This is an optimization exercise on Yosys and OpenROAD, whose aim is small area, a short achievable clock period and few clock cycles, not a production implementation. In this exercise RTL edits were held to simulation tests only and were not proved equivalent to the original. Power is estimated from default activity; no workload was simulated.

**run.sh**
```bash
#!/bin/bash
# synth_recipe.tcl (not shown) runs the flow's synth.tcl, then flattens the netlist and writes it again
# the make line also repeats each setting of config.mk as NAME=value (left out here)
make -C /OpenROAD-flow-scripts/flow DESIGN_CONFIG=/design/flow/config.mk WORK_HOME=/design/flow/orfs CLKGATE_MAP_FILE= SYNTH_SCRIPT=/design/flow/synth_recipe.tcl finish
```
**config.mk**
```make
export PLATFORM = sky130hd
export DESIGN_NAME = rzx50_scaler
export DESIGN_NICKNAME = rzx50_scaler
export VERILOG_FILES = /design/flow/design.v
export SDC_FILE = /design/flow/constraint.sdc
export NUM_CORES = 4
export LEC_CHECK = 0
export CAP_MARGIN = 20
export CORE_MARGIN = 2
export CORE_UTILIZATION = 40
export PLACE_DENSITY = 0.6
export SETUP_SLACK_MARGIN = 3
export SLEW_MARGIN = 20
```
**constraint.sdc**
```tcl
create_clock -name core_clock -period 6.0 [get_ports {clk}]
set_input_delay 1.2000 -clock core_clock [delete_from_list [all_inputs] [get_ports {clk}]]
set_output_delay 1.2000 -clock core_clock [all_outputs]
set_load 0.01 [all_outputs]
```
**design.v**
```verilog
module rzx50_scaler (
    input  wire        clk,
    input  wire        rst,
    input  wire        start,
    input  wire [1:0]  geom,        
    input  wire        scale_en,
    input  wire [31:0] src_base,
    input  wire [31:0] dst_base,
    input  wire [7:0]  topskip,
    input  wire [8:0]  vinc,
    input  wire [2:0]  thr,
    output wire        busy,
    output wire        rd_req_valid,
    input  wire        rd_req_ready,
    output wire [31:0] rd_addr,
    input  wire        rd_resp_valid,
    input  wire [31:0] rd_resp_data,
    output wire        wr_valid,
    input  wire        wr_ready,
    output wire [31:0] wr_addr,
    output wire [31:0] wr_data
);
    parameter integer D = 6;             
    localparam integer CW = (D < 8) ? 3 : 4;
    localparam integer PW = (D <= 2) ? 1 : (D <= 4) ? 2 : (D <= 8) ? 3 : 4;
    localparam [31:0] EVEN32 = 32'hF7DEF7DE;
    function [15:0] avg16;
        input [15:0] a;
        input [15:0] b;
        begin
            avg16[4:0]   = {1'b0, a[4:1]}   + {1'b0, b[4:1]};
            avg16[10:5]  = {1'b0, a[10:6]}  + {1'b0, b[10:6]};
            avg16[15:11] = {1'b0, a[15:12]} + {1'b0, b[15:12]};
        end
    endfunction
    function [19:0] inc20;
        input [19:0] w;
        integer i;
        begin
            inc20[0] = ~w[0];
            for (i = 1; i < 20; i = i + 1)
                inc20[i] = w[i] ^ (&(w | ~((20'd1 << i) - 20'd1)));
        end
    endfunction
    function [19:0] dec20;
        input [19:0] w;
        integer i;
        begin
            dec20[0] = ~w[0];
            for (i = 1; i < 20; i = i + 1)
                dec20[i] = w[i] ^ ~(|(w & ((20'd1 << i) - 20'd1)));
        end
    endfunction
    function [22:0] inc23;
        input [22:0] w;
        integer i;
        begin
            inc23[0] = ~w[0];
            for (i = 1; i < 23; i = i + 1)
                inc23[i] = w[i] ^ (&(w | ~((23'd1 << i) - 23'd1)));
        end
    endfunction
    reg         r_busy;
    reg         r_scaled;
    reg         r_h32;
    reg  [1:0]  r_extra;      
    reg  [8:0]  r_vinc;
    reg  [2:0]  r_thr;
    wire        cmd_scaled = scale_en && (geom != 2'd0);
    wire        cmd_h32    = cmd_scaled && (geom != 2'd1);
    wire [9:0]  dh    = r_h32 ? 10'd272 : 10'd240;
    wire [8:0]  midh  = r_h32 ? ({r_thr, 6'd0} + {2'd0, r_thr, 2'd0})         
                              : ({r_thr, 6'd0} - {2'd0, r_thr, 2'd0});        
    reg         rd_skip;      
    reg         rd_run;       
    reg         rqv;          
    reg  [29:0] ra;           
    reg  [7:0]  k;
    reg         k_last;       
    reg         lastx;        
    reg         p160;         
    reg         half;         
    reg         blend;
    reg  [8:0]  y;
    reg  [9:0]  e_acc;        
    reg  [1:0]  vph;          
    reg         adv_r;        
    reg         nblend_r;     
    reg  [CW-1:0] alloc;      
    wire        slot_read = !(blend && !half);    
    wire        line_last = k_last && slot_read;
    wire        frame_last = line_last && (y == (!r_scaled ? 9'd239 : r_h32 ? 9'd271 : 9'd239));
    wire        issue = rqv && rd_req_ready;
    reg  [9:0]  ra_inc;
    always @(*) begin
        if (p160)
            ra_inc = 10'd160;
        else if (!lastx)
            ra_inc = blend ? -10'd159 : 10'd1;
        else
            ra_inc = blend ? -10'd319 : -10'd159;
    end
    wire [10:0] ra_lo = {1'b0, ra[9:0]} + {1'b0, ra_inc};
    wire [19:0] ra_hp = inc20(ra[29:10]);
    wire [19:0] ra_hm = dec20(ra[29:10]);
    wire [19:0] ra_hi = (ra_lo[10] && !ra_inc[9]) ? ra_hp :
                        (!ra_lo[10] && ra_inc[9]) ? ra_hm : ra[29:10];
    wire [29:0] ra_next = {ra_hi, ra_lo[9:0]};
    assign rd_addr      = {ra, 2'b00};
    assign rd_req_valid = rqv;
    reg  [7:0]  r_k;
    reg         r_half;
    reg         r_blend;
    reg  [31:0] a_w;          
    reg  [31:0] slot [0:D-1];
    reg  [PW-1:0] wp, rp;
    reg  [CW-1:0] avail;
    reg         ne;           
    wire [31:0] resp_m  = rd_resp_data & EVEN32;
    wire [31:0] blended = {avg16(a_w[31:16], resp_m[31:16]), avg16(a_w[15:0], resp_m[15:0])} & EVEN32;
    wire [31:0] s_in    = r_blend ? blended : (r_scaled ? resp_m : rd_resp_data);
    wire        push    = rd_resp_valid && !(r_blend && !r_half);
    reg         w_valid;
    reg  [31:0] w_data;
    reg  [29:0] wa;
    reg  [7:0]  wc;           
    reg         col_last;     
    reg         j41, j81;     
    reg  [15:0] hold;         
    reg         f_lo_avg, f_lo_hold, f_hi_lo, f_hi_avg, f_peek, f_end;
    wire [31:0] s       = slot[rp];
    wire        out_free = !w_valid || wr_ready;
    wire        load    = out_free && ne;
    wire        pop     = load && !f_peek;
    wire [15:0] avg_x   = r_h32 ? s[31:16] : hold;
    wire [15:0] avg_o   = avg16(avg_x, s[15:0]);
    wire [15:0] o_lo    = f_lo_avg ? avg_o : f_lo_hold ? hold : s[15:0];
    wire [15:0] o_hi    = f_hi_avg ? avg_o : f_hi_lo ? s[15:0] : s[31:16];
    wire [2:0]  ph_n    = f_end ? 3'd0 : wc[2:0] + 3'd1;
    reg         n_lo_avg, n_lo_hold, n_hi_lo, n_hi_avg, n_peek, n_end;
    always @(*) begin
        n_lo_avg = 1'b0; n_lo_hold = 1'b0; n_hi_lo = 1'b0; n_hi_avg = 1'b0;
        n_peek = 1'b0; n_end = 1'b0;
        if (r_h32) begin
            case (ph_n)
                3'd0:    n_hi_avg = 1'b1;
                3'd1:    begin n_lo_hold = 1'b1; n_hi_lo = 1'b1; n_peek = 1'b1; end
                default: begin n_lo_avg = 1'b1; n_end = 1'b1; end
            endcase
        end else begin
            case (ph_n)
                3'd1:    begin n_lo_avg = 1'b1; n_hi_lo = 1'b1; end
                3'd2:    begin n_lo_hold = 1'b1; n_hi_lo = 1'b1; end
                3'd3:    begin n_lo_hold = 1'b1; n_hi_avg = 1'b1; n_peek = 1'b1; end
                3'd4:    n_end = 1'b1;
                default: ;
            endcase
        end
    end
    wire        wr_acc  = w_valid && wr_ready;
    wire [6:0]  wa_inc  = {j81, j41, j81, j41, 2'b00, 1'b1};    
    wire [7:0]  wa_lo   = {1'b0, wa[6:0]} + {1'b0, wa_inc};
    wire [22:0] wa_hp   = inc23(wa[29:7]);
    wire [29:0] wa_next = {wa_lo[7] ? wa_hp : wa[29:7], wa_lo[6:0]};
    assign wr_valid = w_valid;
    assign wr_data  = w_data;
    assign wr_addr  = {wa, 2'b00};
    assign busy     = r_busy;
    wire        run_next   = rd_skip ? (k == 8'hFF) : (rd_run && !(issue && frame_last));
    wire [CW-1:0] alloc_next = alloc + {{(CW-1){1'b0}}, issue && slot_read} - {{(CW-1){1'b0}}, pop};
    wire [CW-1:0] avail_next = avail + {{(CW-1){1'b0}}, push} - {{(CW-1){1'b0}}, pop};
    wire        drained    = !rd_run && !rd_skip && (alloc == {CW{1'b0}}) && out_free;
    wire        go      = !r_busy && start;
    wire        skip_end = rd_skip && (k == 8'hFF);
    always @(posedge clk) begin
        if (rst) begin
            r_busy  <= 1'b0;
            rd_skip <= 1'b0;
            rd_run  <= 1'b0;
            rqv     <= 1'b0;
            alloc   <= {CW{1'b0}};
            avail   <= {CW{1'b0}};
            ne      <= 1'b0;
            wp      <= {PW{1'b0}};
            rp      <= {PW{1'b0}};
            w_valid <= 1'b0;
            vph     <= 2'd0;
        end else begin
            alloc <= alloc_next;
            avail <= avail_next;
            ne    <= (avail_next != {CW{1'b0}});
            rqv   <= run_next && (alloc_next != D[CW-1:0]);
            if (go)
                r_busy <= 1'b1;
            else if (r_busy && drained)
                r_busy <= 1'b0;
            if (go)
                rd_skip <= 1'b1;
            else if (skip_end)
                rd_skip <= 1'b0;
            rd_run <= run_next;
            if (go || (issue && slot_read && k_last))
                vph <= 2'd1;
            else if (vph != 2'd0)
                vph <= vph + 2'd1;
            if (push)
                wp <= (wp == D - 1) ? {PW{1'b0}} : wp + 1'b1;
            if (pop)
                rp <= (rp == D - 1) ? {PW{1'b0}} : rp + 1'b1;
            if (load)
                w_valid <= 1'b1;
            else if (wr_ready)
                w_valid <= 1'b0;
        end
    end
    always @(posedge clk) begin
        if (go) begin
            r_scaled <= cmd_scaled;
            r_h32    <= cmd_h32;
            r_extra  <= cmd_scaled ? 2'd0 : geom;
            r_vinc   <= vinc;
            r_thr    <= thr;
        end
        if (go) begin
            ra     <= src_base[31:2];
            k      <= cmd_scaled ? ~topskip : 8'hFF;
            p160   <= 1'b1;
            half   <= 1'b0;
            blend  <= cmd_scaled && (thr == 3'd0);
            y      <= 9'd0;
        end else if (rd_skip) begin
            if (skip_end)
                p160 <= blend;
            else
                ra <= ra_next;
            k      <= k + 8'd1;
            k_last <= 1'b0;
            lastx  <= 1'b0;
        end else if (issue) begin
            ra <= ra_next;
            if (!slot_read) begin
                half <= 1'b1;
                p160 <= 1'b0;
            end else begin
                half <= 1'b0;
                if (!k_last) begin
                    k      <= k + 8'd1;
                    k_last <= (k == 8'd158);
                    lastx  <= (k == 8'd158) && r_scaled && !adv_r;
                    p160   <= blend;
                end else begin
                    k      <= 8'd0;
                    k_last <= 1'b0;
                    lastx  <= 1'b0;
                    p160   <= nblend_r;
                    y      <= y + 9'd1;
                    blend  <= nblend_r;
                end
            end
        end
        if (go)
            e_acc <= 10'd0;
        else if (vph == 2'd1)
            e_acc <= e_acc + {1'b0, r_vinc};
        else if (vph == 2'd2 && e_acc >= dh)
            e_acc <= e_acc - dh;
        if (vph == 2'd2)
            adv_r <= (e_acc >= dh);
        if (vph == 2'd3)
            nblend_r <= r_scaled && (e_acc >= {1'b0, midh});
        if (go) begin
            r_k     <= 8'd0;
            r_half  <= 1'b0;
            r_blend <= cmd_scaled && (thr == 3'd0);
        end else if (rd_resp_valid) begin
            if (r_blend && !r_half) begin
                a_w    <= resp_m;
                r_half <= 1'b1;
            end else begin
                r_half <= 1'b0;
                if (r_k == 8'd159) begin
                    r_k     <= 8'd0;
                    r_blend <= blend;
                end else begin
                    r_k <= r_k + 8'd1;
                end
            end
        end
        if (push)
            slot[wp] <= s_in;
        if (go) begin
            wa        <= dst_base[31:2];
            wc        <= 8'd0;
            col_last  <= 1'b0;
            j41       <= 1'b0;
            j81       <= 1'b0;
            f_lo_avg  <= 1'b0;
            f_lo_hold <= 1'b0;
            f_hi_lo   <= 1'b0;
            f_hi_avg  <= cmd_h32;
            f_peek    <= 1'b0;
            f_end     <= 1'b0;
        end else begin
            if (load) begin
                w_data <= {o_hi, o_lo};
                hold   <= s[31:16] & 16'hF7DE;
                if (r_scaled) begin
                    wc        <= {5'd0, ph_n};
                    f_lo_avg  <= n_lo_avg;
                    f_lo_hold <= n_lo_hold;
                    f_hi_lo   <= n_hi_lo;
                    f_hi_avg  <= n_hi_avg;
                    f_peek    <= n_peek;
                    f_end     <= n_end;
                end
            end
            if (wr_acc) begin
                wa <= wa_next;
                if (!r_scaled) begin
                    wc       <= col_last ? 8'd0 : wc + 8'd1;
                    col_last <= (wc == 8'd158);
                    j41      <= (wc == 8'd158) && (r_extra == 2'd1);
                    j81      <= (wc == 8'd158) && (r_extra == 2'd2);
                end
            end
        end
    end
endmodule
```
==> results of run 1 <==
Yosys cell counts (6+ instances only):
cell      count
a211oi_1     10
a21o_1       19
a21oi_1     105
a31o_2        7
and2_1       11
and3_1       13
buf_1        17
buf_2         6
buf_4        10
clkbuf_1     39
dfxtp_1      69
edfxtp_1    354
fa_1         13
ha_1         90
inv_1        70
mux2_2       21
mux2i_1      93
mux4_2       32
nand2_1     174
nand2b_1     10
nand3_1      23
nand4_1      19
nor2_1      130
nor2b_1      12
nor3_1       19
nor3b_1       6
nor4_1        8
o21ai_0     106
o21bai_1      6
or2_2         6
or3_1         9
xnor2_1      68
xor2_1       43
power by group:
| part | total (uW) | internal, uW | switching [uW] |
|---|---|---|---|
| Sequential | 4060 | 3720 | 341 |
| Clock | 2810 | 1610 | 1200 |
| Combinational | 3150 | 1530 | 1620 |
| Total | 10000 | 6860 | 3170 |
cell type report:
type	count	area, sq um
antenna	1	2.50
clock buffer	71	1380
clock inverter	15	156
fill	4451	25500
inverter	70	268
multi-input combinational	1127	8430
sequential	423	12000
tap	680	851
timing repair buffer	277	2740
state kept, by name (all words and copies together) (netlist names), 9 cells and up, named ones only:
name / flops
w_data: 32
r_vinc: 9
wa: 30
a_w: 26
ra: 30
slot: 192
e_acc: 10
hold: 13
y: 9
worst max-delay path by stage:
| stage | start | to | slack (ns) | cells after the start |
|---|---|---|---|---|
| 3_5_place_dp | rd_resp_valid | slot[2][9] | 1.89 | 7 |
| 2_1_floorplan | rd_resp_valid | slot[5][0] | 3.00 | 4 |
| 4_1_cts | rd_req_ready | rqv | 3.00 | 12 |
| 6_report | register | w_data[25] | 3.02 | 13 |
| 5_1_grt | register | w_data[25] | 2.91 | 13 |
| 3_3_place_gp | rd_resp_valid | slot[2][8] | 1.91 | 7 |
worst max-delay path, delay by kind of cell (launching register included):
kind / cells / cell delay, ns
AO/OA/AOI/OAI: 3 / 0.35
AND/OR/NAND/NOR: 4 / 0.36
buffers and inverters: 1 / 0.13
flip-flops: 1 / 0.42
multiplexers: 2 / 0.79
adder cells (fa/ha/maj): 2 / 0.55
XOR/XNOR: 1 / 0.10
what timing repair did:
| action | 4_1_cts | 5_1_grt |
|---|---|---|
| gates resized for setup | 16 | 31 |
| setup endpoints to repair | 193 | 96 |
| pin swaps | 5 | 7 |
| cloned | 1 | 1 |
| buffers inserted | 11 | 29 |
metal layers:
layer | vias up | GRT usage [%]
li1 | 6705 | -
met1 | 6685 | 24.6
met2 | 302 | 27.3
met3 | 61 | 2.89
met4 | 0 | 4.55
met5 | - | 0
through the flow:
| step | util, % | total power [uW] |
|---|---|---|
| 3_3_place_gp | 46.2 | 6980 |
| 5_1_grt | 50.4 | 10600 |
| 2_1_floorplan | - | 6050 |
| 6_report | 50.4 | 10000 |
| 4_1_cts | 49.6 | 10000 |
| 3_5_place_dp | 46.2 | 7060 |
logic make-up (layout without fill, tap and decap cells):
logic type / after synthesis / count (layout) / share of synthesized area [%]
compound gates: 297 / 298 / 8.32
xor+xnor: 111 / 111 / 4.68
fa+ha+maj: 103 / 103 / 6.67
buf+inv: 143 / 433 / 2.83
flops: 423 / 423 / 57.8
mux: 146 / 146 / 9.08
other cells: 1 / 5 / 0.0180
simple gates: 465 / 465 / 10.6
==> results.txt, run 1 <==
setup ws final 3.02 ns; core area 51300 sq um; Placer Congestion 0.815; most frequent cells in the layout edfxtp_1, clkdlybuf4s50_1, nand2_1; Port Buf Inserts 215; Hold Crit Depth 2; top cells by area, synth edfxtp_1, dfxtp_1, ha_1; max layer used met4; Inserted Clock Buffers 47; number of DRC markers in iteration 0 859; share of the synthesized area in the top cell type 51.1%; Met3 Routed Length 2.52 mm; Setup violations, final 0; initial antenna violation count 3; minimum setup slack among reg-to-reg paths 3.02 ns; Startpoint Class register; Post-synth ARST share 0%; area leader, netlist edfxtp_1; Core Rows 83; layout cell share with drive strength beyond 1 12.7%; sink count of the clock tree 423; pwr/cell area 388 nW/um^2; status finished clean; Routed WL 47.2 mm; crit share post-route 49.6%; Syn Inst Count 1689; Crit Path Class register to register; VDD IR max 0.192 mV; First-pass DRT Iterations 5; RSZ-0062 raised after global routing true; Syn Area/Cell 12.3 sq um; worst-path cell chain buf_4 > mux4_2 > nor2_1 > a21oi_1 > mux2_4 > ha_2 > fa_2 > a21oi_1 > nor2_1 > nor2_1 > xnor2_1 > nand2_1 > o21ai_0; register area share after synthesis 57.8%; Starting Density 40.5%; Die Span Y 232 um; Hold Crit Start rp[2]; # IOs 224; CTS Hold Bufs 0; vias in the first global route 13500; P&R area growth vs syn 24.3%; met1 wire length 22.5 mm; Worst Path Required 6.30 ns; GRT Total Usage 17.3%; Min-Delay Path Class register to register; Final ANT Viol Nets 0; clock latency on the worst-skew pair 0.61 ns; Cell Area, Placed 23700 sq um; via count 13800; Top cell by count, worst path nor2_1; fmax 0.336 GHz; metal2 WL 21.3 mm; hold slack 0.476 ns; # H-tree levels 2; HPWL Detailed 31.5 mm; reg2reg path depth 13; Slew @ Worst Pin 1.02 ns; Netlist Area Pre-Place 20800 sq um; leakage 0.00941 uW; GRT Residual Overflow 0; Distinct cells, synth 70; most common cell after layout, fill and taps aside edfxtp_1; DR DRC count 0; Worst Clk Skew 0.0393 ns; Finished Layout Cells 2664; synthesis-stage register bit count 423; EDFF count, synth 354; pre-CTS WS 1.89 ns; Finished Cell Area 25800 sq um; CTS tree built; first-pass GRT wire length 73.5 mm; vias per cell 5.16; Critical Path Slowest Stage Cell mux4_2; clock period minus worst slack 2.98 ns; top_reg_cell synth edfxtp_1; placed cells 2534; Crit. End Element register; FF-to-FF End w_data[25]; WL/cell 17.7 um; top fanout value on the critical path 6; NumNets Final 2174; Die Wd 232 um; Slew Limit Fails 0; CTS Buffer Depth 3; largest net degree at the start of global routing 99; Final TNS setup 0 ns; Root Driver clkbuf_16; CTS clk-pin slew, worst paths 0.06 ns; normalized max-slew margin 31.4%; CP max stage delay 0.47 ns; Arrival @ worst endpoint 3.28 ns; Synth warnings 1; die area 53800 sq um; final count of hold timing violations 0; max-cap violations 0
Testbench counts, summed over its fixed seeds: cycles 1,108,131.
==> run 2: changes to the inputs <==
--- a/design.v
+++ b/design.v
@@ -112,14 +112,15 @@
     reg         r_half;
     reg         r_blend;
     reg  [31:0] a_w;          
-    reg  [31:0] slot [0:D-1];
-    reg  [PW-1:0] wp, rp;
+    reg  [31:0] slot [0:D-1];    
     reg  [CW-1:0] avail;
     reg         ne;           
     wire [31:0] resp_m  = rd_resp_data & EVEN32;
     wire [31:0] blended = {avg16(a_w[31:16], resp_m[31:16]), avg16(a_w[15:0], resp_m[15:0])} & EVEN32;
     wire [31:0] s_in    = r_blend ? blended : (r_scaled ? resp_m : rd_resp_data);
     wire        push    = rd_resp_valid && !(r_blend && !r_half);
+    wire [31:0] s_byp   = r_scaled ? resp_m : rd_resp_data;
+    wire        byp_ok  = rd_resp_valid && !r_blend;
     reg         w_valid;
     reg  [31:0] w_data;
     reg  [29:0] wa;
@@ -128,10 +129,13 @@
     reg         j41, j81;     
     reg  [15:0] hold;         
     reg         f_lo_avg, f_lo_hold, f_hi_lo, f_hi_avg, f_peek, f_end;
-    wire [31:0] s       = slot[rp];
+    wire [31:0] s       = ne ? slot[0] : s_byp;
     wire        out_free = !w_valid || wr_ready;
-    wire        load    = out_free && ne;
+    wire        load    = out_free && (ne || byp_ok);
     wire        pop     = load && !f_peek;
+    wire        shift   = pop && ne;                  
+    wire        put     = push && !(pop && !ne);      
+    wire [CW-1:0] put_at = avail - {{(CW-1){1'b0}}, shift};
     wire [15:0] avg_x   = r_h32 ? s[31:16] : hold;
     wire [15:0] avg_o   = avg16(avg_x, s[15:0]);
     wire [15:0] o_lo    = f_lo_avg ? avg_o : f_lo_hold ? hold : s[15:0];
@@ -181,8 +185,6 @@
             alloc   <= {CW{1'b0}};
             avail   <= {CW{1'b0}};
             ne      <= 1'b0;
-            wp      <= {PW{1'b0}};
-            rp      <= {PW{1'b0}};
             w_valid <= 1'b0;
             vph     <= 2'd0;
         end else begin
@@ -203,16 +205,13 @@
                 vph <= 2'd1;
             else if (vph != 2'd0)
                 vph <= vph + 2'd1;
-            if (push)
-                wp <= (wp == D - 1) ? {PW{1'b0}} : wp + 1'b1;
-            if (pop)
-                rp <= (rp == D - 1) ? {PW{1'b0}} : rp + 1'b1;
             if (load)
                 w_valid <= 1'b1;
             else if (wr_ready)
                 w_valid <= 1'b0;
         end
     end
+    integer i;
     always @(posedge clk) begin
         if (go) begin
             r_scaled <= cmd_scaled;
@@ -286,8 +285,12 @@
                 end
             end
         end
-        if (push)
-            slot[wp] <= s_in;
+        for (i = 0; i < D; i = i + 1) begin
+            if (put && put_at == i)
+                slot[i] <= s_in;
+            else if (shift && i < D - 1)
+                slot[i] <= slot[i + 1];
+        end
         if (go) begin
             wa        <= dst_base[31:2];
             wc        <= 8'd0;
==> run 2 against run 1 <==
- global-route usage up 2.3 points
- cell area grew 3.7%
- largest power group unchanged
- wire length grew 15%
- critical path depth grew 4
- maximum frequency down 0.61%
- die area increased by 1.4%
- flip-flop and latch count shrank 9
- still clean
- setup slack got worse by 0.018 ns
- via count increased by 13%
- sequential share of layout area decreased by 2.4 points
- hold slack better by 0.0050 ns
- combinational power increased by 35%
==> results.txt, run 2 <==
Synth top cells by count edfxtp_1, nand2_1, o21ai_0; WP buf/inv 5 (+4); max reg flops 192 (unchanged); sink count of the clock tree 414 (-2.1%); Crit Path Class input pin to register; Tot Pwr 11700 uW (+16%); most frequent cells in the layout edfxtp_1, nand2_1, clkdlybuf4s50_1; vias per cell 5.24 (+1.4%); Synth warnings 2 (+1); Arrival @ worst endpoint 3.33 ns (+0.05 ns); largest net degree at the start of global routing 65 (-34%); Netlist Area Pre-Place 21100 sq um (+1.5%); CTS Buffer Depth 3 (unchanged); Inserted Clock Buffers 46 (-2.1%); antenna cells 0 (-1); initial antenna violation count 5 (+2); CP max stage delay 0.21 ns (-0.26 ns); layout cell share with drive strength beyond 1 12.2% (-0.50 points); FILL cells 4551 (+2.2%); final count of hold timing violations 0 (unchanged); top_reg_cell synth edfxtp_1; Slew Limit Fails 0 (unchanged); Routed WL 54.3 mm (+15%); Port Buf Inserts 215 (unchanged); die area 54600 sq um (+1.4%); EDFF count, synth 354 (unchanged); most common cell after layout, fill and taps aside edfxtp_1; top cells by area, synth edfxtp_1, nand2_1, dfxtp_1; Distinct cells, synth 63 (-10%); Slew @ Worst Pin 0.937 ns (-0.0816 ns); area leader, netlist edfxtp_1; max-cap violations 0 (unchanged); Post-synth ARST share 0% (unchanged); worst-path cell chain buf_8 > nor2b_4 > o21ai_4 > nor2_4 > nand2_8 > inv_4 > ha_4 > ha_4 > xnor2_4 > o311a_4 > nor2b_4 > buf_12 > nand2_8 > buf_12 > buf_16 > nand2_1 > o21ai_1; normalized max-slew margin 37.4% (+6.1 points); Startpoint Class input pin; # IOs 224 (unchanged); register area share after synthesis 56.1% (-1.7 points); crit share post-route 49.9% (+0.30 points); clock period minus worst slack 3.00 ns (+0.0181 ns); Syn Inst Count 1986 (+18%); pwr/cell area 436 nW/um^2 (+12%); number of DRC markers in iteration 0 936 (+9.0%); reg2reg start blend; P&R area growth vs syn 27.0%; Hold Crit Start half; crit-path leading delay family simple AND/OR/NAND/NOR gates; Crit. End Element register; Placer Congestion 0.860 (+5.6%); Die Span Y 234 um (+0.72%); Root Driver clkbuf_16; top flop regs slot x192, w_data x32; HPWL Detailed 35.5 mm (+12%); Final TNS setup 0 ns (unchanged); Die Wd 234 um (+0.72%); CP startpoint rd_resp_valid; First-pass DRT Iterations 5 (unchanged); Setup violations, final 0 (unchanged); Starting Density 40.3% (-0.22 points); Critical Path Slowest Stage Cell o311a_4; status finished clean; CTS clk-pin slew, worst paths 0.06 ns (about the same); CTS Hold Bufs 0 (unchanged); via count 15500 (+13%); Syn Area/Cell 10.6 sq um (-14%); VDD IR max 0.282 mV (+46%); share of the synthesized area in the top cell type 50.4% (-0.74 points); GRT Residual Overflow 0 (unchanged); top fanout value on the critical path 7 (+1); Worst Path Required 6.33 ns (+0.03 ns); Core Rows 84 (+1.2%); first-pass GRT wire length 83.1 mm (+13%); WL/cell 18.4 um (+3.8%); leakage 0.0104 uW (+10%); Final ANT Viol Nets 0 (unchanged); core area 52300 sq um (+2.0%); vias in the first global route 15000 (+11%); cell with the most instances after synthesis edfxtp_1; DR DRC count 0 (unchanged); GRT Total Usage 19.6% (+2.3 points); fmax 0.334 GHz (-0.61%); # H-tree levels 2 (unchanged); clock latency on the worst-skew pair 0.60 ns (about the same); Core Util, Final 51.2% (+0.83 points); CTS tree built; synthesis-stage register bit count 414 (-2.1%); Min-Delay Path Class register to register; Worst Clk Skew 0.0353 ns (-0.00408 ns); Top reg by flops slot; RSZ-0062 raised after global routing true; NumNets Final 2461 (+13%)
-- run 2: worst paths after layout --
kind / end / slack [ns] / cells after the start
setup / recovery: slot[2][4] / 3.00 / 17
hold / removal: half / 0.48 / 2
setup reg to reg: ra[15] / 3.03 / 14
hold reg to reg: half / 0.48 / 2
-- run 2: worst min-delay path, delay by kind of cell, from the launching register on --
| family | cells | cell delay (ns) |
|---|---|---|
| flip-flops | 1 | 0.33 |
| AND/OR/NAND/NOR | 2 | 0.12 |
-- run 2: cells by family (layout without fill, tap and decap cells) --
logic type,Yosys count,count (layout),share of synthesized area (%)
xor+xnor,110,110,4.57
simple gates,624,629,12.9
buf+inv,205,479,3.74
compound gates,435,436,11.4
mux,92,92,4.56
other cells,1,4,0.0178
flops,414,414,56.1
fa+ha+maj,105,105,6.69
-- run 2: repair_timing --
action                                 in CTS  in global routing
resized for setup                          88                 72
gates cloned                               14                  1
setup endpoints to repair                 407                214
buffers inserted                           34                  6
pin swaps                                  18                 19
endpoints found under the hold margin       0                  0
-- run 2: layer usage --
metal | share of wire (%) | global-route usage [%] | up-vias | wire (um)
met4 | 2.5 | 5.66 | 0 | 1340
met1 | 44 | 25.9 | 7488 | 24000
met3 | 5.9 | 3.64 | 87 | 3190
met2 | 47 | 32.7 | 390 | 25800
met5 | 0 | 0 | - | 0
li1 | - | - | 7517 | -
-- run 2: through the flow --
step / setup slack (ns) / hold WS, ns / cell area, sq um / cells
floorplan: 2.12 / 0.441 / 21300 / 1989
global placement: 1.14 / 0.449 / 24100 / 2815
detailed placement: 1.04 / 0.471 / 24100 / 2815
CTS: 2.87 / 0.484 / 26400 / 2949
global route: 2.89 / 0.517 / 26800 / 2957
finish: 3.00 / 0.480 / 26800 / 2957
-- run 2: power breakdown --
group | switching, uW | internal [uW]
clock | 1160 | 1480
combinational | 2420 | 1830
sequential | 411 | 4370
-- run 2: final cells by class --
type	instances	area [sq um]	share of cell area (%)
sequential	414	11800	44.2
multi-input combinational	1376	9220	34.4
timing repair buffer	284	3070	11.5
clock buffer	68	1270	4.75
tap	688	861	3.21
inverter	109	418	1.56
clock inverter	18	126	0.472
Testbench counts of run 2, summed over its fixed seeds: cycles 1,069,644.
==> run 3: changes to the inputs <==
--- a/design.v
+++ b/design.v
@@ -86,7 +86,7 @@
     reg  [1:0]  vph;          
     reg         adv_r;        
     reg         nblend_r;     
-    reg  [CW-1:0] alloc;      
+    reg  [D-1:0] res;         
     wire        slot_read = !(blend && !half);    
     wire        line_last = k_last && slot_read;
     wire        frame_last = line_last && (y == (!r_scaled ? 9'd239 : r_h32 ? 9'd271 : 9'd239));
@@ -113,8 +113,8 @@
     reg         r_blend;
     reg  [31:0] a_w;          
     reg  [31:0] slot [0:D-1];    
-    reg  [CW-1:0] avail;
-    reg         ne;           
+    reg  [D-1:0] occ;         
+    wire        ne      = occ[0];
     wire [31:0] resp_m  = rd_resp_data & EVEN32;
     wire [31:0] blended = {avg16(a_w[31:16], resp_m[31:16]), avg16(a_w[15:0], resp_m[15:0])} & EVEN32;
     wire [31:0] s_in    = r_blend ? blended : (r_scaled ? resp_m : rd_resp_data);
@@ -135,7 +135,9 @@
     wire        pop     = load && !f_peek;
     wire        shift   = pop && ne;                  
     wire        put     = push && !(pop && !ne);      
-    wire [CW-1:0] put_at = avail - {{(CW-1){1'b0}}, shift};
+    wire [D-1:0] occ_up = {1'b0, occ[D-1:1]};
+    wire [D-1:0] occ_dn = {occ[D-2:0], 1'b1};
+    wire [D-1:0] put_here = shift ? (occ & ~occ_up) : (~occ & occ_dn);
     wire [15:0] avg_x   = r_h32 ? s[31:16] : hold;
     wire [15:0] avg_o   = avg16(avg_x, s[15:0]);
     wire [15:0] o_lo    = f_lo_avg ? avg_o : f_lo_hold ? hold : s[15:0];
@@ -171,9 +173,12 @@
     assign wr_addr  = {wa, 2'b00};
     assign busy     = r_busy;
     wire        run_next   = rd_skip ? (k == 8'hFF) : (rd_run && !(issue && frame_last));
-    wire [CW-1:0] alloc_next = alloc + {{(CW-1){1'b0}}, issue && slot_read} - {{(CW-1){1'b0}}, pop};
-    wire [CW-1:0] avail_next = avail + {{(CW-1){1'b0}}, push} - {{(CW-1){1'b0}}, pop};
-    wire        drained    = !rd_run && !rd_skip && (alloc == {CW{1'b0}}) && out_free;
+    wire        res_inc    = issue && slot_read;
+    wire [D-1:0] res_next  = (res_inc && !pop) ? {res[D-2:0], 1'b1} :
+                             (!res_inc && pop) ? {1'b0, res[D-1:1]} : res;
+    wire [D-1:0] occ_next  = (put && !shift) ? {occ[D-2:0], 1'b1} :
+                             (!put && shift) ? {1'b0, occ[D-1:1]} : occ;
+    wire        drained    = !rd_run && !rd_skip && !res[0] && out_free;
     wire        go      = !r_busy && start;
     wire        skip_end = rd_skip && (k == 8'hFF);
     always @(posedge clk) begin
@@ -182,16 +187,14 @@
             rd_skip <= 1'b0;
             rd_run  <= 1'b0;
             rqv     <= 1'b0;
-            alloc   <= {CW{1'b0}};
-            avail   <= {CW{1'b0}};
-            ne      <= 1'b0;
+            res     <= {D{1'b0}};
+            occ     <= {D{1'b0}};
             w_valid <= 1'b0;
             vph     <= 2'd0;
         end else begin
-            alloc <= alloc_next;
-            avail <= avail_next;
-            ne    <= (avail_next != {CW{1'b0}});
-            rqv   <= run_next && (alloc_next != D[CW-1:0]);
+            res   <= res_next;
+            occ   <= occ_next;
+            rqv   <= run_next && !res_next[D-1];
             if (go)
                 r_busy <= 1'b1;
             else if (r_busy && drained)
@@ -286,7 +289,7 @@
             end
         end
         for (i = 0; i < D; i = i + 1) begin
-            if (put && put_at == i)
+            if (put && put_here[i])
                 slot[i] <= s_in;
             else if (shift && i < D - 1)
                 slot[i] <= slot[i + 1];
==> flow/run.sh (new file) <==
#!/bin/bash
# The standard layout (the standard.sh, standard synthesis included), with
# one change: the input and output ports are buffered with buf_2 cells instead
# of the cell buffer_ports picks by default (a slow clkdlybuf4s50 delay cell).
set -euo pipefail
bash standard.sh "BUFFER_PORTS_ARGS=-buffer_cell sky130_fd_sc_hd__buf_2" finish > standard_flow.log 2>&1
==> standard.sh (new file) <==
#!/bin/bash
# synth_recipe.tcl (not shown) runs the flow's synth.tcl, then flattens the netlist and writes it again
# the make line also repeats each setting of config.mk as NAME=value (left out here)
make -C /OpenROAD-flow-scripts/flow DESIGN_CONFIG=/design/flow/config.mk WORK_HOME=/design/flow/orfs CLKGATE_MAP_FILE= SYNTH_SCRIPT=/design/flow/synth_recipe.tcl "${@:-finish}"
--- a/config.mk
+++ b/config.mk
@@ -5,9 +5,11 @@
 export SDC_FILE = /design/flow/constraint.sdc
 export NUM_CORES = 4
 export LEC_CHECK = 0
+export ABC_AREA = 1
 export CAP_MARGIN = 20
 export CORE_MARGIN = 2
 export CORE_UTILIZATION = 40
+export CTS_BUF_LIST = sky130_fd_sc_hd__clkbuf_8
 export PLACE_DENSITY = 0.6
-export SETUP_SLACK_MARGIN = 3
+export SETUP_SLACK_MARGIN = 3.4
 export SLEW_MARGIN = 20
removed: run.sh
==> run 3 against run 2 <==
- still clean on timing, DRC and antenna
- critical path depth shrank 16
- hold slack got worse by 0.011 ns
- global-route usage increased by 2.7 points
- synthesized area rose by 3.9%
- non-clock buffer count is 2 higher
- via count is 21% higher
- total power is 19% lower
- synthesized cell count grew 24%
- sequential share of layout area grew 0.70 points
- largest power group unchanged
==> results.txt, run 3 <==
number of DRC markers in iteration 0 1551 (+66%); final count of hold timing violations 0 (unchanged); Post-synth ARST share 0% (unchanged); GRT Residual Overflow 0 (unchanged); sink count of the clock tree 419 (+1.2%); minimum setup slack among reg-to-reg paths 3.46 ns (+0.43 ns); Synth top cells by count nand2_1, edfxtp_1, o21ai_0; EDFF count, synth 354 (unchanged); Root Driver clkbuf_8; Syn Inst Count 2461 (+24%); # H-tree levels 3 (+1); area leader, netlist edfxtp_1; status finished clean; Final ANT Viol Nets 0 (unchanged); Min-Delay Path Class register to register; largest net degree at the start of global routing 88 (+35%); clock period minus worst slack 2.56 ns (-0.437 ns); CTS tree built; Slew @ Worst Pin 0.956 ns (+0.0188 ns); vias per cell 5.34 (+2.1%); CP max stage delay 0.48 ns (+0.27 ns); layout cell share with drive strength beyond 1 17.7% (+5.5 points); leakage 0.0114 uW (+9.8%); Top reg by flops slot; Port Buf Inserts 215 (unchanged); top cells by area, synth edfxtp_1, nand2_1, o21ai_0; reg2reg start lastx; Final TNS setup 0 ns (unchanged); top fanout value on the critical path 5 (-2); most frequent cells in the layout nand2_1, edfxtp_1, o21ai_0; reg2reg path depth 14 (unchanged); clock latency on the worst-skew pair 0.69 ns (+0.09 ns); normalized max-slew margin 36.2% (-1.3 points); pre-CTS WS 2.14 ns (+1.09 ns); hold endpoint r_half; FF-to-FF End ra[19]; register area share after synthesis 54.4% (-1.7 points); via count 18800 (+21%); Placer Congestion 0.849 (-1.3%); FILL cells 5067 (+11%); RSZ-0062 raised after global routing true; Distinct cells, synth 53 (-16%); crit share post-route 42.6% (-7.3 points); Starting Density 40.6% (+0.28 points); core area 54000 sq um (+3.2%); DR DRC count 0 (unchanged); GRT Total Usage 22.3% (+2.7 points); stages on the worst setup path 1 (-16); Hold Crit Depth 2 (unchanged); Worst Clk Skew 0.0586 ns (+0.0233 ns); setup ws final 3.44 ns (+0.437 ns); CTS clk-pin slew, worst paths 0.06 ns (about the same); Die Wd 238 um (+1.9%); max-cap violations 0 (unchanged); top flop regs slot x192, w_data x32; max reg flops 192 (unchanged); Critical Path Slowest Stage Cell edfxtp_1; first-pass GRT wire length 98.5 mm (+19%); VDD IR max 0.163 mV (-42%); # IOs 224 (unchanged); Tot Pwr 9470 uW (-19%); WP buf/inv 1 (-4); top_reg_cell synth edfxtp_1; cell with the most instances after synthesis nand2_1; P&R area growth vs syn 21.4%; NumNets Final 2978 (+21%); CTS Hold Bufs 0 (unchanged); vias in the first global route 17800 (+18%); First-pass DRT Iterations 5 (unchanged); Die Span Y 238 um (+1.9%); Hold Crit Start r_half; initial antenna violation count 1 (-4); crit-path leading delay family flip-flops; multi-input combinational cell area 9290 sq um (+0.79%); Worst Path Required 4.80 ns (-1.53 ns); Slew Limit Fails 0 (unchanged); WL/cell 18.7 um (+1.8%); Synth warnings 2 (unchanged); Reg area 11900 sq um (+0.85%); Startpoint Class register; die area 56700 sq um (+3.9%); pwr/cell area 356 nW/um^2 (-18%); most common cell after layout, fill and taps aside nand2_1; Arrival @ worst endpoint 1.36 ns (-1.97 ns); Syn Area/Cell 8.91 sq um (-16%); worst-path cell chain buf_2; synthesis-stage register bit count 419 (+1.2%); fmax 0.391 GHz (+17%); share of the synthesized area in the top cell type 48.5% (-1.9 points); Crit. End Element output port; Routed WL 65.7 mm (+21%); CTS Buffer Depth 3 (unchanged); HPWL Detailed 40.3 mm (+14%); Setup violations, final 0 (unchanged); Core Rows 85 (+1.2%); Inserted Clock Buffers 79 (+72%); Netlist Area Pre-Place 21900 sq um (+3.9%); Crit Path Class register to output port
run 3: final cells by class:
class                           instances  area share [%]
Tap cell                              696            3.27
Antenna cell                            1         0.00941
Timing Repair Buffer                  286            7.13
Clock inverter                         60            1.19
Multi-Input combinational cell       1698            34.9
Inverter                              262            4.12
Sequential cell                       419            44.9
Timing Repair inverter                  7           0.226
Clock buffer                           83            4.29
run 3: power by group:
| group | switching (uW) | internal, uW |
|---|---|---|
| sequential | 258 | 3800 |
| combinational | 1820 | 970 |
| clock | 1280 | 1330 |
| total | 3360 | 6110 |
run 3: how the worst max path moves through the flow:
stage                       start     endpoint  slack, ns
finish                     ra[20]  rd_addr[22]       3.44
global route              r_blend  slot[4][12]       3.37
CTS                        ra[15]  rd_addr[17]       3.40
floorplan                   start     hold[10]       2.95
global placement    rd_resp_valid  slot[2][22]       2.18
detailed placement  rd_resp_valid   slot[2][9]       2.14
run 3: timing repair:
action	4_1_cts	5_1_grt
hold endpoints to repair	0	0
buffers inserted	30	21
gates resized for setup	63	54
pin swaps	16	21
setup endpoints to repair	446	239
cloned	15	7
run 3: layer usage:
metal	vias to the layer above	GRT usage (%)	wire, um
met5	-	0	0
met4	0	7.73	1970
met3	124	4.22	5190
met2	748	38.0	31500
met1	8935	28.3	27000
li1	8959	-	-
run 3: logic make-up after synthesis:
| logic type | after synthesis | share of synthesized area (%) |
|---|---|---|
| fa+ha+maj | 100 | 6.08 |
| buf+inv | 356 | 6.34 |
| compound gates | 514 | 12.6 |
| xor+xnor | 37 | 1.48 |
| flops | 419 | 54.4 |
| other cells | 1 | 0.0171 |
| simple gates | 1034 | 19.0 |
run 3: per-stage QoR:
stage                     hold slack, ns  cells  area, sq um  utilization [%]
after floorplan                    0.428   2464        22300                -
after global placement             0.450   3295        23900             44.2
after detailed placement           0.465   3295        23900             44.2
after CTS                          0.473   3483        26100             48.3
after global routing               0.489   3511        26600             49.2
final                              0.469   3512        26600             49.2
Testbench counts of run 3, summed over its fixed seeds: cycles 1,069,644.
==> run 4: changes to the inputs <==
--- a/config.mk
+++ b/config.mk
@@ -9,7 +9,9 @@
 export CAP_MARGIN = 20
 export CORE_MARGIN = 2
 export CORE_UTILIZATION = 40
-export CTS_BUF_LIST = sky130_fd_sc_hd__clkbuf_8
+export CTS_BUF_LIST = sky130_fd_sc_hd__clkbuf_16
+export CTS_CLUSTER_DIAMETER = 80
+export CTS_CLUSTER_SIZE = 24
 export PLACE_DENSITY = 0.6
 export SETUP_SLACK_MARGIN = 3.4
 export SLEW_MARGIN = 20
==> run 4 against run 3 <==
- critical path depth grew 10
- sequential share of layout area is 0.89 points higher
- synthesized area unchanged
- maximum frequency shrank 0.20%
- flip-flop and latch count is the same
- first-iteration DRC count decreased by 6.1%
- cell count is 3.2% lower
- critical path type is now input pin to register
- critical endpoint is now w_data[14]
==> results.txt, run 4 <==
status finished clean; Worst Clk Skew 0.0314 ns (-0.0272 ns); # H-tree levels 1 (-2); clock latency on the worst-skew pair 0.60 ns (-0.09 ns); final count of hold timing violations 0 (unchanged); normalized max-slew margin 35.4% (-0.78 points); DR DRC count 0 (unchanged); top flop regs slot x192, w_data x32; EDFF count, synth 354 (unchanged); Synth top cells by count nand2_1, edfxtp_1, o21ai_0; synthesis-stage register bit count 419 (unchanged); Root Driver clkbuf_16; Finished Layout Cells 3401 (-3.2%); Distinct cells, synth 53 (unchanged); WL/cell 18.8 um (+0.71%); CTS tree built; Placer Congestion 0.849 (unchanged); CTS clk-pin slew, worst paths 0.09 ns (+0.03 ns); Slew Limit Fails 0 (unchanged); Die Span Y 238 um (unchanged); Final TNS setup 0 ns (unchanged); Hold Crit Depth 2 (unchanged); HPWL Detailed 40.3 mm (unchanged); placed cells 3295 (unchanged); FILL cells 5072 (+0.099%); RSZ-0062 raised after global routing true; first-pass GRT wire length 97.2 mm (-1.3%); Routed WL 64.0 mm (-2.5%); Crit. End Element register; minimum setup slack among reg-to-reg paths 3.47 ns (about the same); Core Rows 85 (unchanged); top fanout value on the critical path 3 (-2); P&R area growth vs syn 19.0%; Startpoint Class input pin; Hold Crit Start r_half; First-pass DRT Iterations 5 (unchanged); GRT Residual Overflow 0 (unchanged); die area 56700 sq um (unchanged); Port Buf Inserts 215 (unchanged); via count 18300 (-2.5%); reg2reg path depth 9 (-5); initial antenna violation count 1 (unchanged); register area share after synthesis 54.4% (unchanged); Starting Density 40.6% (unchanged); layout cell share with drive strength beyond 1 16.4% (-1.3 points); number of DRC markers in iteration 0 1457 (-6.1%); NumNets Final 2912 (-2.2%); area leader, netlist edfxtp_1; GRT Total Usage 21.7% (-0.53 points); clock period minus worst slack 2.56 ns (+0.00517 ns); Final ANT Viol Nets 0 (unchanged); Syn Inst Count 2461 (unchanged); top cells by area, synth edfxtp_1, nand2_1, o21ai_0; Syn Area/Cell 8.91 sq um (unchanged); top_reg_cell synth edfxtp_1; Tot Pwr 8920 uW (-5.8%); Min-Delay Path Class register to register; Arrival @ worst endpoint 2.84 ns (+1.48 ns); hold endpoint r_half; sink count of the clock tree 419 (unchanged); Slew @ Worst Pin 0.968 ns (+0.0117 ns); Worst Path Required 6.28 ns (+1.48 ns); most frequent cells in the layout nand2_1, edfxtp_1, o21ai_0; vias per cell 5.38 (+0.65%); Netlist Area Pre-Place 21900 sq um (unchanged); share of the synthesized area in the top cell type 48.5% (unchanged); Post-synth ARST share 0% (unchanged); Synth warnings 2 (unchanged); VDD IR max 0.249 mV (+53%); largest net degree at the start of global routing 88 (unchanged); FF-to-FF End w_data[15]; Setup violations, final 0 (unchanged); reg2reg start occ[0]; Crit Path Class input pin to register; crit share post-route 42.7% (+0.086 points); max reg flops 192 (unchanged); Die Wd 238 um (unchanged); leakage 0.0110 uW (-3.7%); core area 54000 sq um (unchanged); pwr/cell area 342 nW/um^2 (-3.9%); most common cell after layout, fill and taps aside nand2_1; cell with the most instances after synthesis nand2_1; CTS Buffer Depth 3 (unchanged); max-cap violations 0 (unchanged); Finished Cell Area 26100 sq um (-1.9%); Inserted Clock Buffers 28 (-65%); fmax 0.390 GHz (-0.20%); Top reg by flops slot; # IOs 224 (unchanged); vias in the first global route 17300 (-2.7%); Cell Area, Placed 23900 sq um (unchanged)
-- run 4: cell counts after synthesis --
Identical to the previous run, type by type.
-- run 4: kinds of logic after synthesis --
kind of cell	Yosys count	share of synthesized area, %
fa+ha+maj	100	6.08
other cells	1	0.0171
compound gates	514	12.6
simple gates	1034	19.0
flops	419	54.4
buf+inv	356	6.34
xor+xnor	37	1.48
-- run 4: routing by layer --
layer / track usage, % / wire length (um) / vias to the layer above
met5: 0 / 0 / -
met4: 5.91 / 1810 / 0
met3: 2.57 / 4450 / 99
met2: 38.1 / 31000 / 691
met1: 28.4 / 26800 / 8693
li1: - / - / 8808
-- run 4: critical path, cell delays in order --
cell and delay, ns:
buf_2 0.14, inv_1 0.08, o21ai_0 0.40, nand2_1 0.08, o21ai_0 0.10, ha_1 0.29
inv_1 0.08, o21ai_1 0.08, xor2_1 0.16, nand2_1 0.06, o21ai_0 0.15
-- run 4: what timing repair did --
action | CTS | global route
pin swaps | 16 | 21
endpoints found under the setup margin | 464 | 338
gates cloned | 12 | 4
resized for setup | 70 | 65
hold buffers | 0 | 0
setup buffers | 31 | 11
-- run 4: worst max path at each step --
stage	to	slack (ns)	from	depth (start not counted)
after floorplan	hold[10]	2.95	start	4
after global placement	slot[2][22]	2.18	rd_resp_valid	9
after detailed placement	slot[2][9]	2.14	rd_resp_valid	9
after CTS	w_data[4]	3.26	rd_resp_data[2]	8
after global routing	w_data[15]	3.33	occ[0]	9
final	w_data[14]	3.44	rd_resp_data[30]	11
-- run 4: power breakdown --
part	internal, uW	total [uW]	switching (uW)
Sequential	3790	4060	268
Combinational	960	2760	1800
Clock	947	2100	1160
-- run 4: area by class of cell --
class / count / area [sq um] / share of cell area, %
antenna: 1 / 2.50 / 0.00959
clock buffer: 29 / 726 / 2.78
clock inverter: 18 / 223 / 0.854
inverter: 262 / 1110 / 4.27
multi-input combinational: 1696 / 9310 / 35.7
sequential: 419 / 11900 / 45.7
tap: 696 / 871 / 3.34
timing repair buffer: 276 / 1870 / 7.17
timing repair inverter: 4 / 35.0 / 0.134
-- run 4: metrics by stage --
step,utilization [%],hold WS (ns),setup WS [ns]
2_1_floorplan,-,0.428,2.95
3_3_place_gp,44.2,0.450,2.18
3_5_place_dp,44.2,0.465,2.14
4_1_cts,47.5,0.479,3.26
5_1_grt,48.3,0.500,3.33
6_report,48.3,0.474,3.44
==> run 5: changes to the inputs <==
--- a/config.mk
+++ b/config.mk
@@ -8,10 +8,10 @@
 export ABC_AREA = 1
 export CAP_MARGIN = 20
 export CORE_MARGIN = 2
-export CORE_UTILIZATION = 40
+export CORE_UTILIZATION = 70
 export CTS_BUF_LIST = sky130_fd_sc_hd__clkbuf_16
 export CTS_CLUSTER_DIAMETER = 80
 export CTS_CLUSTER_SIZE = 24
-export PLACE_DENSITY = 0.6
+export PLACE_DENSITY = 0.8
 export SETUP_SLACK_MARGIN = 3.4
 export SLEW_MARGIN = 20
==> run 5 against run 4 <==
- still clean on timing, DRC and antenna
- cell count decreased by 9.2%
- die area decreased by 42%
- clock skew rose by 0.0023 ns
- sequential share of layout area grew 1.2 points
- wire length down 8.6%
- synthesized area unchanged
- first-iteration DRC count is 36% higher
- largest power group unchanged
==> results.txt, run 5 <==
Critical Path Slowest Stage Cell edfxtp_1; CTS Hold Bufs 0 (unchanged); Die Wd 181 um (-24%); Arrival @ worst endpoint 2.97 ns (+0.13 ns); Root Driver clkbuf_16; CTS tree built; CP startpoint blend; largest net degree at the start of global routing 70 (-20%); Final TNS setup 0 ns (unchanged); hold slack 0.478 ns (+0.00384 ns); area leader, netlist edfxtp_1; Inserted Clock Buffers 22 (-21%); Syn Inst Count 2461 (unchanged); Crit Path Class register to register; first-pass GRT wire length 88.0 mm (-9.5%); First-pass DRT Iterations 8 (+3); # IOs 224 (unchanged); Core Rows 64 (-25%); number of DRC markers in iteration 0 1983 (+36%); sink count of the clock tree 419 (unchanged); # H-tree levels 1 (unchanged); synthesis-stage register bit count 419 (unchanged); crit-path leading delay family simple AND/OR/NAND/NOR gates; Post-synth ARST share 0% (unchanged); RSZ-0062 raised after global routing true; Final ANT Viol Nets 0 (unchanged); DR DRC count 0 (unchanged); Distinct cells, synth 53 (unchanged); Syn Area/Cell 8.91 sq um (unchanged); CTS clk-pin slew, worst paths 0.10 ns (about the same); Worst Clk Skew 0.0337 ns (+0.00231 ns); Placer Congestion 0.875 (+3.0%); Synth top cells by count nand2_1, edfxtp_1, o21ai_0; top flop regs slot x192, w_data x32; Worst Path Required 6.32 ns (+0.04 ns); status finished clean; WP buf/inv 4 (+1); Die Span Y 181 um (-24%); fmax 0.377 GHz (-3.4%); CP max stage delay 0.42 ns (+0.02 ns); Top reg by flops slot; WL/cell 19.0 um (+0.71%); max-cap violations 0 (unchanged); VDD IR max 0.287 mV (+15%); Slew Limit Fails 0 (unchanged); NumNets Final 2898 (-0.48%); Min-Delay Path Class register to register; crit share post-route 44.3% (+1.5 points); core area 30700 sq um (-43%); most frequent cells in the layout nand2_1, edfxtp_1, o21ai_0; register area share after synthesis 54.4% (unchanged); Port Buf Inserts 215 (unchanged); initial antenna violation count 3 (+2); layout cell share with drive strength beyond 1 16.9% (+0.51 points); Netlist Area Pre-Place 21900 sq um (unchanged); Synth warnings 2 (unchanged); Hold Crit Start f_peek; top_reg_cell synth edfxtp_1; clock period minus worst slack 2.66 ns (+0.0912 ns); placed cells 2993 (-9.2%); vias in the first global route 17600 (+1.7%); pwr/cell area 332 nW/um^2 (-2.8%); GRT Residual Overflow 0 (unchanged); top fanout value on the critical path 8 (+5); die area 32800 sq um (-42%); Startpoint Class register; HPWL Detailed 37.4 mm (-7.1%); Setup violations, final 0 (unchanged); Cell Area, Placed 23500 sq um (-1.6%); Tot Pwr 8450 uW (-5.3%); cell with the most instances after synthesis nand2_1; EDFF count, synth 354 (unchanged); worst-path cell chain inv_2 > ha_4 > nor2_4 > ha_4 > nand2_4 > inv_2 > a21oi_4 > nand3_4 > nand2_8 > nand2_4 > o21ai_4 > clkinvlp_4 > buf_6; max reg flops 192 (unchanged); reg2reg start blend; normalized max-slew margin 36.3% (+0.94 points); minimum setup slack among reg-to-reg paths 3.34 ns (-0.13 ns); vias per cell 6.08 (+13%); via count 18800 (+2.7%); most common cell after layout, fill and taps aside nand2_1; Routed WL 58.5 mm (-8.6%); Finished Layout Cells 3087 (-9.2%); final count of hold timing violations 0 (unchanged); GRT Total Usage 33.3% (+12 points); share of the synthesized area in the top cell type 48.5% (unchanged); Starting Density 71.3% (+31 points); Finished Cell Area 25400 sq um (-2.6%); Slew @ Worst Pin 0.945 ns (-0.0227 ns); top cells by area, synth edfxtp_1, nand2_1, o21ai_0; leakage 0.0108 uW (-1.7%); P&R area growth vs syn 16.0%; clock latency on the worst-skew pair 0.57 ns (-0.03 ns); Crit. End Element register; CTS Buffer Depth 3 (unchanged)
[run 5: changes by cell type in the layout (fill, tap and decap cells not counted), moves of 4 or more]
| cell | before | now |
|---|---|---|
| inv_12 | 5 | 1 |
| buf_8 | 0 | 4 |
| nand3_1 | 119 | 103 |
| clkbuf_16 | 30 | 25 |
| nand3_2 | 3 | 15 |
| nand2_2 | 13 | 21 |
| inv_8 | 6 | 0 |
| o21ai_1 | 56 | 61 |
| o21ai_0 | 275 | 271 |
| nand3_4 | 3 | 8 |
| buf_12 | 15 | 8 |
| inv_1 | 242 | 248 |
| nand2_4 | 6 | 17 |
| nand2_1 | 661 | 644 |
[run 5: metrics by stage]
step | util, % | setup slack, ns
4_1_cts | 80.0 | 3.31
2_1_floorplan | - | 2.95
3_5_place_dp | 76.4 | 2.01
3_3_place_gp | 76.4 | 2.06
6_report | 82.7 | 3.34
5_1_grt | 82.7 | 3.27
[run 5: where the power goes]
part / total [uW] / switching (uW) / internal [uW] / leakage (uW)
logic: 2730 / 1790 / 943 / 0.00661
registers: 4060 / 263 / 3790 / 0.00383
clock network: 1660 / 948 / 714 / 0.000357
total: 8450 / 3000 / 5450 / 0.0108
[run 5: final cells by class]
class	count	area, sq um
Antenna cell	3	7.51
Clock buffer	23	576
Clock inverter	16	96.3
Fill cell	1881	5330
Inverter	262	1090
Multi-Input combinational cell	1699	9540
Sequential cell	419	11900
Tap cell	396	495
Timing Repair Buffer	265	1650
Timing Repair inverter	4	28.8
[run 5: worst paths after layout]
path	cells after the start	endpoint
worst max register to register	13	ra[26]
worst max-delay path	13	ra[26]
worst min register to register	2	f_peek
worst min-delay path	2	f_peek
[run 5: kinds of logic (layout without fill, tap and decap cells)]
logic type                 Yosys count  after routing  synth area share [%]
AOI/OAI and AO/OA                  514            517                  12.6
xor gates and xnor gates            37             37                  1.48
adders and majority gates          100            100                  6.08
buffers and inverters              356            570                  6.34
DFF                                419            419                  54.4
other                                1              7                0.0171
and+or+nand+nor                   1034           1041                  19.0
[run 5: what timing repair did]
action,4_1_cts,5_1_grt
resized for setup,47,141
pin swaps,11,40
setup buffers,22,13
gates cloned,9,8
setup endpoints to repair,486,365
[run 5: layer usage]
| metal | track usage (%) | wire, um | vias up | part of all wire (%) |
|---|---|---|---|---|
| li1 | - | - | 8761 | - |
| met1 | 42.2 | 21700 | 8856 | 37 |
| met2 | 59.3 | 29200 | 961 | 50 |
| met3 | 3.65 | 4960 | 198 | 8.5 |
| met4 | 12.7 | 2700 | 0 | 4.6 |
| met5 | 0 | 0 | - | 0 |
[run 5: worst reg2reg max path: stages, from the launching register on]
cell,delay [ns]
edfxtp_1,0.42
inv_2,0.08
ha_4,0.17
nor2_4,0.26
ha_4,0.28
nand2_4,0.09
inv_2,0.05
a21oi_4,0.17
nand3_4,0.18
nand2_8,0.15
nand2_4,0.06
o21ai_4,0.21
clkinvlp_4,0.15
buf_6,0.16
==> run 6: changes to the inputs <==
--- a/config.mk
+++ b/config.mk
@@ -13,5 +13,5 @@
 export CTS_CLUSTER_DIAMETER = 80
 export CTS_CLUSTER_SIZE = 24
 export PLACE_DENSITY = 0.8
-export SETUP_SLACK_MARGIN = 3.4
+export SETUP_SLACK_MARGIN = 3.6
 export SLEW_MARGIN = 20
==> run 6 against run 5 <==
- still clean on timing, DRC and antenna
- maximum frequency down 12%
- global-route usage up 2.7 points
- total power up 8.8%
- die area unchanged
- largest cell class unchanged
==> results.txt, run 6 <==
CTS Buffer Depth 3 (unchanged); Syn Inst Count 2461 (unchanged); clock period minus worst slack 3.02 ns (+0.363 ns); Starting Density 71.3% (unchanged); number of DRC markers in iteration 0 3342 (+69%); First-pass DRT Iterations 12 (+4); Cell Area, Placed 23800 sq um (+1.1%); initial antenna violation count 7 (+4); clock power share 18.3% (-1.4 points); WP buf/inv 0 (-4); crit share post-route 50.3% (+6.0 points); share of the synthesized area in the top cell type 48.5% (unchanged); fmax 0.331 GHz (-12%); P&R area growth vs syn 24.3%; leakage 0.0116 uW (+7.5%); combinational share of power 37.5% (+5.2 points); Final ANT Viol Nets 0 (unchanged); Routed WL 75.1 mm (+28%); first-pass GRT wire length 94.4 mm (+7.4%); GRT Residual Overflow 0 (unchanged); WL/cell 23.5 um (+24%); Post-synth ARST share 0% (unchanged); Syn Area/Cell 8.91 sq um (unchanged); NumNets Final 2998 (+3.5%); switch share 38.0% (+2.4 points); die area 32800 sq um (unchanged); pwr/cell area 337 nW/um^2 (+1.5%); clock latency on the worst-skew pair 0.58 ns (about the same); CTS tree built; Distinct cells, synth 53 (unchanged); pre-CTS WS 2.10 ns (+0.0931 ns); Core Util, Final 88.6% (+5.9 points); sink count of the clock tree 419 (unchanged); VDD IR max 0.348 mV (+21%); synthesis-stage register bit count 419 (unchanged); Finished Layout Cells 3191 (+3.4%); Netlist Area Pre-Place 21900 sq um (unchanged); Inserted Clock Buffers 22 (unchanged); Top cell by count, worst path nand2_1; Slew Limit Fails 0 (unchanged); Root Driver clkbuf_16; Die Wd 181 um (unchanged); top flop regs slot x192, w_data x32; cell with the most instances after synthesis nand2_1; # IOs 224 (unchanged); RSZ-0062 raised after global routing true; register area share after synthesis 54.4% (unchanged); Finished Cell Area 27200 sq um (+7.2%); CP max stage delay 0.67 ns (+0.25 ns); Arrival @ worst endpoint 3.34 ns (+0.37 ns); multi-input combinational cell area 10200 sq um (+6.5%); area leader, netlist edfxtp_1; HPWL Detailed 38.1 mm (+1.8%); Synth top cells by count nand2_1, edfxtp_1, o21ai_0; core area 30700 sq um (unchanged); top cells by area, synth edfxtp_1, nand2_1, o21ai_0; Reg area 11900 sq um (about the same); top fanout value on the critical path 7 (-1); status finished clean; Setup violations, final 0 (unchanged); vias per cell 6.65 (+9.3%); CTS clk-pin slew, worst paths 0.09 ns (about the same); Crit. End Element register; final count of hold timing violations 0 (unchanged); Worst Clk Skew 0.0248 ns (-0.00891 ns); # H-tree levels 1 (unchanged); crit-path leading delay family simple AND/OR/NAND/NOR gates; GRT Total Usage 36.1% (+2.7 points); Die Span Y 181 um (unchanged); NetSw 3490 uW (+16%); Top reg by flops slot; largest net degree at the start of global routing 63 (-10%); minimum setup slack among reg-to-reg paths 2.98 ns (-0.36 ns); max-cap violations 0 (unchanged); CTS Hold Bufs 0 (unchanged); vias in the first global route 18700 (+6.6%); Worst Path Required 6.32 ns (about the same); most common cell after layout, fill and taps aside nand2_1; Placer Congestion 0.925 (+5.8%); setup ws final 2.98 ns (-0.363 ns); Port Buf Inserts 215 (unchanged); most frequent cells in the layout nand2_1, edfxtp_1, inv_1; Synth warnings 2 (unchanged); Slew @ Worst Pin 1.11 ns (+0.163 ns); Startpoint Class register; Seq pwr share 44.2% (-3.8 points); Critical Path Slowest Stage Cell nor2_1; EDFF count, synth 354 (unchanged); normalized max-slew margin 25.8% (-11 points); max reg flops 192 (unchanged); via count 21200 (+13%); layout cell share with drive strength beyond 1 23.4% (+6.5 points); Crit Path Class register to register; DR DRC count 0 (unchanged); worst-path cell chain nor2_1 > nand3_1 > nor2_1 > nand2_1 > nor2_1 > nand2_4 > nand2_1 > nand2_1 > nand3_2 > nand2_1; Final TNS setup 0 ns (unchanged); Core Rows 64 (unchanged); top_reg_cell synth edfxtp_1; placed cells 2994 (+0.033%); Int Power 5700 uW (+4.6%); Min-Delay Path Class register to register; FILL cells 1456 (-23%)
## run 6: cell counts after synthesis
No cell type changed its count.
## run 6: cells by family (layout without fill, tap and decap cells)
| group | Yosys count | count (layout) | synth area share (%) |
|---|---|---|---|
| compound gates | 514 | 518 | 12.6 |
| xor+xnor | 37 | 37 | 1.48 |
| fa+ha+maj | 100 | 100 | 6.08 |
| buf+inv | 356 | 668 | 6.34 |
| flops | 419 | 419 | 54.4 |
| other cells | 1 | 10 | 0.0171 |
| simple gates | 1034 | 1043 | 19.0 |
## run 6: worst paths after layout
path                                from  cells past startpoint        to
worst min-delay path            e_acc[0]                      2  e_acc[0]
worst min register to register  e_acc[0]                      2  e_acc[0]
worst max register to register    ra[11]                     10    ra[29]
worst max-delay path              ra[11]                     10    ra[29]
## run 6: final cells by class
class                           count  share of cell area, %
Antenna cell                        6                 0.0551
Clock buffer                       22                   2.02
Clock inverter                     18                  0.395
Inverter                          262                   4.09
Multi-Input combinational cell   1702                   37.3
Sequential cell                   419                   43.8
Tap cell                          396                   1.82
Timing Repair Buffer              361                   10.4
Timing Repair inverter              5                  0.124
## run 6: power by group through the flow
stage / logic, uW / registers [uW] / clock network [uW]
after CTS: 2760 / 4030 / 1640
final: 3450 / 4070 / 1680
after detailed placement: 2420 / 4110 / 0
after global routing: 3650 / 4100 / 1750
after floorplan: 1760 / 4070 / 0
after global placement: 2300 / 4080 / 0
## run 6: repair_timing
item	CTS	global route
resized for setup	123	179
endpoints found under the setup margin	473	440
pin swaps	32	85
setup buffers	50	66
gates cloned	16	19
## run 6: stage by stage
stage	power (uW)	hold WS, ns
finish	9190	0.489
global route	9490	0.514
CTS	8430	0.471
detailed placement	6520	0.453
global placement	6380	0.450
floorplan	5840	0.428
## run 6: layer usage
metal | part of all wire [%] | up-vias | global-route usage (%) | routed length [um]
li1 | - | 8986 | - | -
met1 | 31 | 9803 | 43.8 | 23600
met2 | 47 | 1852 | 62.5 | 35300
met3 | 13 | 573 | 5.46 | 9510
met4 | 8.8 | 4 | 19.4 | 6600
met5 | 0.043 | - | 0 | 32
## run 6: worst reg2reg max path, delay by kind of cell, from the launching register on
family,cells,cell delay [ns]
and+or+nand+nor,10,2.34
DFF,1,0.44

-- afterwards: timing with drivers on the ports --
How much do the figures lean on ideal ports? The routed layouts below were timed once more, with nothing changed but the port constraints. Step 1 (the two cells are an assumption about what drives the block):
set clk [get_ports {clk}]
set_driving_cell -lib_cell sky130_fd_sc_hd__clkbuf_16 $clk
set_driving_cell -lib_cell sky130_fd_sc_hd__buf_2 [delete_from_list [all_inputs] $clk]
Step 2 also shifts input and output timing later by t, the mid clock arrival at the registers, as if the neighbouring blocks saw the same clock. a / b / c = ideal ports / drivers / drivers and shift; a / b = the first two.
run	t, ns	setup WS [ns]	slew at the worst register clock pin (ns)	worst slew at a driven data input, ns	cell pins on the clock port's net
run 1	0.642	3.023 / 3.023 / 2.391	0.06 / 0.06	0.11	1
run 2	0.643	3.004 / 2.993 / 2.350	0.06 / 0.06	0.11	1
run 3	0.721	3.441 / 3.383 / 2.782	0.06 / 0.06	0.09	1
run 4	0.639	3.436 / 3.430 / 2.791	0.10 / 0.10	0.09	1
run 5	0.607	3.345 / 3.345 / 2.868	0.10 / 0.10	0.07	1
run 6	0.623	2.982 / 2.982 / 2.889	0.11 / 0.11	0.19	1
After both steps setup and hold are still met in every run listed. The setup slack of run 3, which loses most, moves by -0.058 ns with the drivers and by -0.659 ns with both steps.
